This design comes from an exercise in tuning for small area and few clock cycles on the open sky130 flow, not from production work. The RTL was checked by simulation tests, not by an equivalence proof against the original design. Power figures rest on the tool's default switching activity, not on a simulated workload.

== alpha ==
Design i2cc_top, start of the top module:
module i2cc_top (
    input  wire        clk,
    input  wire        rst,
    input  wire        host_req,
    input  wire        host_we,
    input  wire [10:0] host_addr,
    input  wire [31:0] host_wdata,
    output reg  [31:0] host_rdata,
    output reg         host_err,
    output wire        irq,
    output wire        bus_req,
    output reg  [2:0]  bus_act,
    output reg  [7:0]  bus_data,
    input  wire        bus_done,
    input  wire [1:0]  bus_resp,
    input  wire        bus_rx_valid,
    input  wire [7:0]  bus_rx_data
);
export LEC_CHECK = 0
export CAP_MARGIN = 30
export CORE_MARGIN = 2
export CORE_UTILIZATION = 50
export PLACE_DENSITY = 0.7
export SETUP_SLACK_MARGIN = 0.2
export SLEW_MARGIN = 30
create_clock -name core_clock -period 10.0 [get_ports {clk}]
standard.sh (not shown) runs the stock make flow with config.mk's settings and CLKGATE_MAP_FILE= SYNTH_SCRIPT=/design/flow/synth_recipe.tcl, a recipe that flattens the netlist after the stock synthesis.
==> flow/flow/run.sh <==
#!/bin/bash
set -euo pipefail
HERE=$(pwd)
python3 - "$HERE" <<'PY'
import sys, re, os, shlex
here = sys.argv[1]
flow_home = os.environ["FLOW_HOME"]
# ORFS's synth.tcl with its abc call given our script
s = open(os.path.join(flow_home, "scripts", "synth.tcl")).read()
old = "log_cmd abc {*}$abc_args"
assert s.count(old) == 1, "abc call not found in synth.tcl"
s = s.replace(old, "log_cmd abc -script %s/flow/abc.script {*}[lrange $abc_args 2 end]" % here)
open(os.path.join(here, "synth_abc.tcl"), "w").write(s)
# The standard flow's synthesis script, sourcing that copy
b = open(os.path.join(here, "synth_recipe.tcl")).read()
old = "source $::env(SCRIPTS_DIR)/synth.tcl"
assert b.count(old) == 1, "synth.tcl not sourced by synth_recipe.tcl"
open(os.path.join(here, "own_synth.tcl"), "w").write(b.replace(old, "source %s/synth_abc.tcl" % here))
# standard.sh, with that synthesis script
t = open(os.path.join(here, "standard.sh")).read()
t2, n = re.subn(r"SYNTH_SCRIPT=\S+", "SYNTH_SCRIPT=%s/own_synth.tcl" % here, t)
assert n == 1, "SYNTH_SCRIPT not found in standard.sh"
open(os.path.join(here, "own_standard.sh"), "w").write(t2)
# standard.sh, with our clock tree synthesis arguments
args = " ".join(open(os.path.join(here, "flow", "cts_args.txt")).read().split())
t3, n = re.subn(r"SYNTH_SCRIPT=\S+", lambda m: m.group(0) + " " + shlex.quote("CTS_ARGS=" + args), t)
assert n == 1
open(os.path.join(here, "cts_standard.sh"), "w").write(t3)
PY
bash own_standard.sh synth > synth.log 2>&1
bash standard.sh place > place.log 2>&1
bash cts_standard.sh cts > cts.log 2>&1
bash standard.sh > route.log 2>&1
==> flow/flow/abc.script <==
strash
&get -n
&st
&deepsyn -T 60
&dch -f
&nf
&put
==> flow/flow/cts_args.txt <==
-sink_clustering_enable -repair_clock_nets -sink_clustering_size 20 -sink_clustering_max_diameter 80 -buf_list sky130_fd_sc_hd__clkbuf_16 -dont_use_dummy_load
Testbench counts of alpha, summed over its fixed seeds: cycles 107,415.
For beta, these inputs were changed with respect to alpha:
==> flow/flow/cts_args.txt <==
-sink_clustering_enable -repair_clock_nets -sink_clustering_size 30 -sink_clustering_max_diameter 70 -buf_list sky130_fd_sc_hd__clkbuf_16 -dont_use_dummy_load
Findings:
Relative to alpha, worst endpoint data arrival time increased by 0.28 ns in beta. On post-DP HPWL, beta does worse than alpha. Between beta and alpha, the path length in cells of the critical path is lower for beta. Comparing beta and alpha, clock-buffer cell count is higher on alpha. met2 capacity usage during global routing in beta is 6.5 points above alpha. Between beta and alpha, it is beta whose count of mapped cells out of synthesis is lower, by 358. The higher worst hold slack came out of beta. In beta, clock distribution power is lower than in alpha.
The inputs of gamma differ from those of beta as listed below.
-- flow/flow/run.sh --
<<< beta, line 19
# standard.sh, with that synthesis script
>>> gamma, line 19
# standard.sh with that synthesis script and our placement and CTS settings
<<< beta, line 21
t2, n = re.subn(r"SYNTH_SCRIPT=\S+", "SYNTH_SCRIPT=%s/own_synth.tcl" % here, t)
>>> gamma, line 21
args = " ".join(open(os.path.join(here, "flow", "cts_args.txt")).read().split())
extra = " ".join(shlex.quote(x) for x in [
    "SYNTH_SCRIPT=%s/own_synth.tcl" % here,
    "CTS_ARGS=" + args,
    "POST_GLOBAL_PLACE_TCL=%s/flow/post_gp.tcl" % here])
t2, n = re.subn(r"SYNTH_SCRIPT=\S+", lambda m: extra, t)
<<< beta, line 24
# standard.sh, with our clock tree synthesis arguments
args = " ".join(open(os.path.join(here, "flow", "cts_args.txt")).read().split())
t3, n = re.subn(r"SYNTH_SCRIPT=\S+", lambda m: m.group(0) + " " + shlex.quote("CTS_ARGS=" + args), t)
assert n == 1
open(os.path.join(here, "cts_standard.sh"), "w").write(t3)
>>> gamma, line 29
<<< beta, line 31
bash standard.sh place > place.log 2>&1
bash cts_standard.sh cts > cts.log 2>&1
bash standard.sh > route.log 2>&1
>>> gamma, line 31
bash own_standard.sh > layout.log 2>&1
==> flow/flow/cts_args.txt <==
-sink_clustering_enable -repair_clock_nets -sink_clustering_size 20 -sink_clustering_max_diameter 80 -buf_list sky130_fd_sc_hd__clkbuf_16 -dont_use_dummy_load
==> flow/flow/post_gp.tcl (new file) <==
# After timing-driven global placement: drop the buffers it added (and the
# port buffers), then buffer the ports again. The later repair steps add back
# the buffers that slew, capacitance and timing need.
remove_buffers
buffer_ports
## What came out
Diff beta -> gamma: ratio of total power to cell area shrank by 2.8 nW/µm², area added between synthesis and finish went up.
On gamma: time the final worst path needs with I/O delays and setup is 0.37 ns higher than what beta gave.
[gamma] mean area per synthesized cell fell 0.81 µm² relative to beta
gamma against beta; chip height is up slightly.
gamma ended up with sky130_fd_sc_hd__nor3_2 as its slowest library cell on the worst path; beta ended up with sky130_fd_sc_hd__or3_1.
When gamma is set beside beta, its maximum clock frequency turns out to be about 3.7% smaller.
Summary — routed wire length, gamma relative to beta: lower, by about 9%.
Input changes introduced in delta (baseline for comparison: gamma):
-- flow/flow/run.sh --
<<< gamma, line 19
# standard.sh with that synthesis script and our placement and CTS settings
>>> delta, line 19
# standard.sh, with that synthesis script
<<< gamma, line 21
args = " ".join(open(os.path.join(here, "flow", "cts_args.txt")).read().split())
extra = " ".join(shlex.quote(x) for x in [
    "SYNTH_SCRIPT=%s/own_synth.tcl" % here,
    "CTS_ARGS=" + args,
    "POST_GLOBAL_PLACE_TCL=%s/flow/post_gp.tcl" % here])
t2, n = re.subn(r"SYNTH_SCRIPT=\S+", lambda m: extra, t)
>>> delta, line 21
t2, n = re.subn(r"SYNTH_SCRIPT=\S+", "SYNTH_SCRIPT=%s/own_synth.tcl" % here, t)
<<< gamma, line 29
>>> delta, line 24
# standard.sh, with our clock tree synthesis arguments
args = " ".join(open(os.path.join(here, "flow", "cts_args.txt")).read().split())
t3, n = re.subn(r"SYNTH_SCRIPT=\S+", lambda m: m.group(0) + " " + shlex.quote("CTS_ARGS=" + args), t)
assert n == 1
open(os.path.join(here, "cts_standard.sh"), "w").write(t3)
<<< gamma, line 31
bash own_standard.sh > layout.log 2>&1
>>> delta, line 31
bash standard.sh place > place.log 2>&1
bash cts_standard.sh cts > cts.log 2>&1
bash standard.sh > route.log 2>&1
==> flow/flow/abc.script <==
strash
&get -n
&st
&deepsyn -T 60
&put
dch -f
amap
removed: flow/flow/post_gp.tcl
--- outcome ---
Of gamma and delta, the run reporting the lower fraction of power consumed by combinational cells was delta. Summary of delta over gamma: count of fill cells added during filler insertion up about 1.2%, fraction of synthesis flops using an asynchronous set or reset pin flat, starting density of the core flat, final area down 1.6%, post-route total power down 0.17 mW. Final critical-path setup slack for delta is higher than for gamma. Looking at buffer and inverter count on the worst path, delta sits 7 above gamma.

[re-timing with driven ports]
Ports are ideal in the flow. The routed layouts listed here were re-timed in OpenROAD.
Step 1, drivers: a clkbuf_16 drives clk and a buf_2 each remaining input, both assumed.
Step 2 moves the port delays by t, midway between the first and last clock arrival at a register: inputs arrive t later, outputs are due t later. That takes back most of the time a late clock gives input paths.
Three values: no drivers, after step 1, after step 2; two values: the first two.
run | t (ns) | setup WS [ns] | worst setup path after step 2 | latest minus earliest clock arrival (ns) | worst slew at a driven data input, ns
alpha | 0.899 | 0.863 / 0.923 / 0.024 | input to register | 0.126 / 0.126 | 0.07
beta | 0.907 | 0.543 / 0.610 / -0.297 | input to register | 0.108 / 0.107 | 0.07
gamma | 0.901 | 0.175 / 0.229 / -0.672 | input to register | 0.130 / 0.129 | 0.05
delta | 0.915 | 0.547 / 0.627 / -0.288 | input to register | 0.096 / 0.096 | 0.05
Met with ideal ports but missed after step 2: setup timing in beta, gamma and delta. For gamma, which loses most, drivers alone change the setup slack by +0.054 ns; drivers and shift together by -0.847 ns.
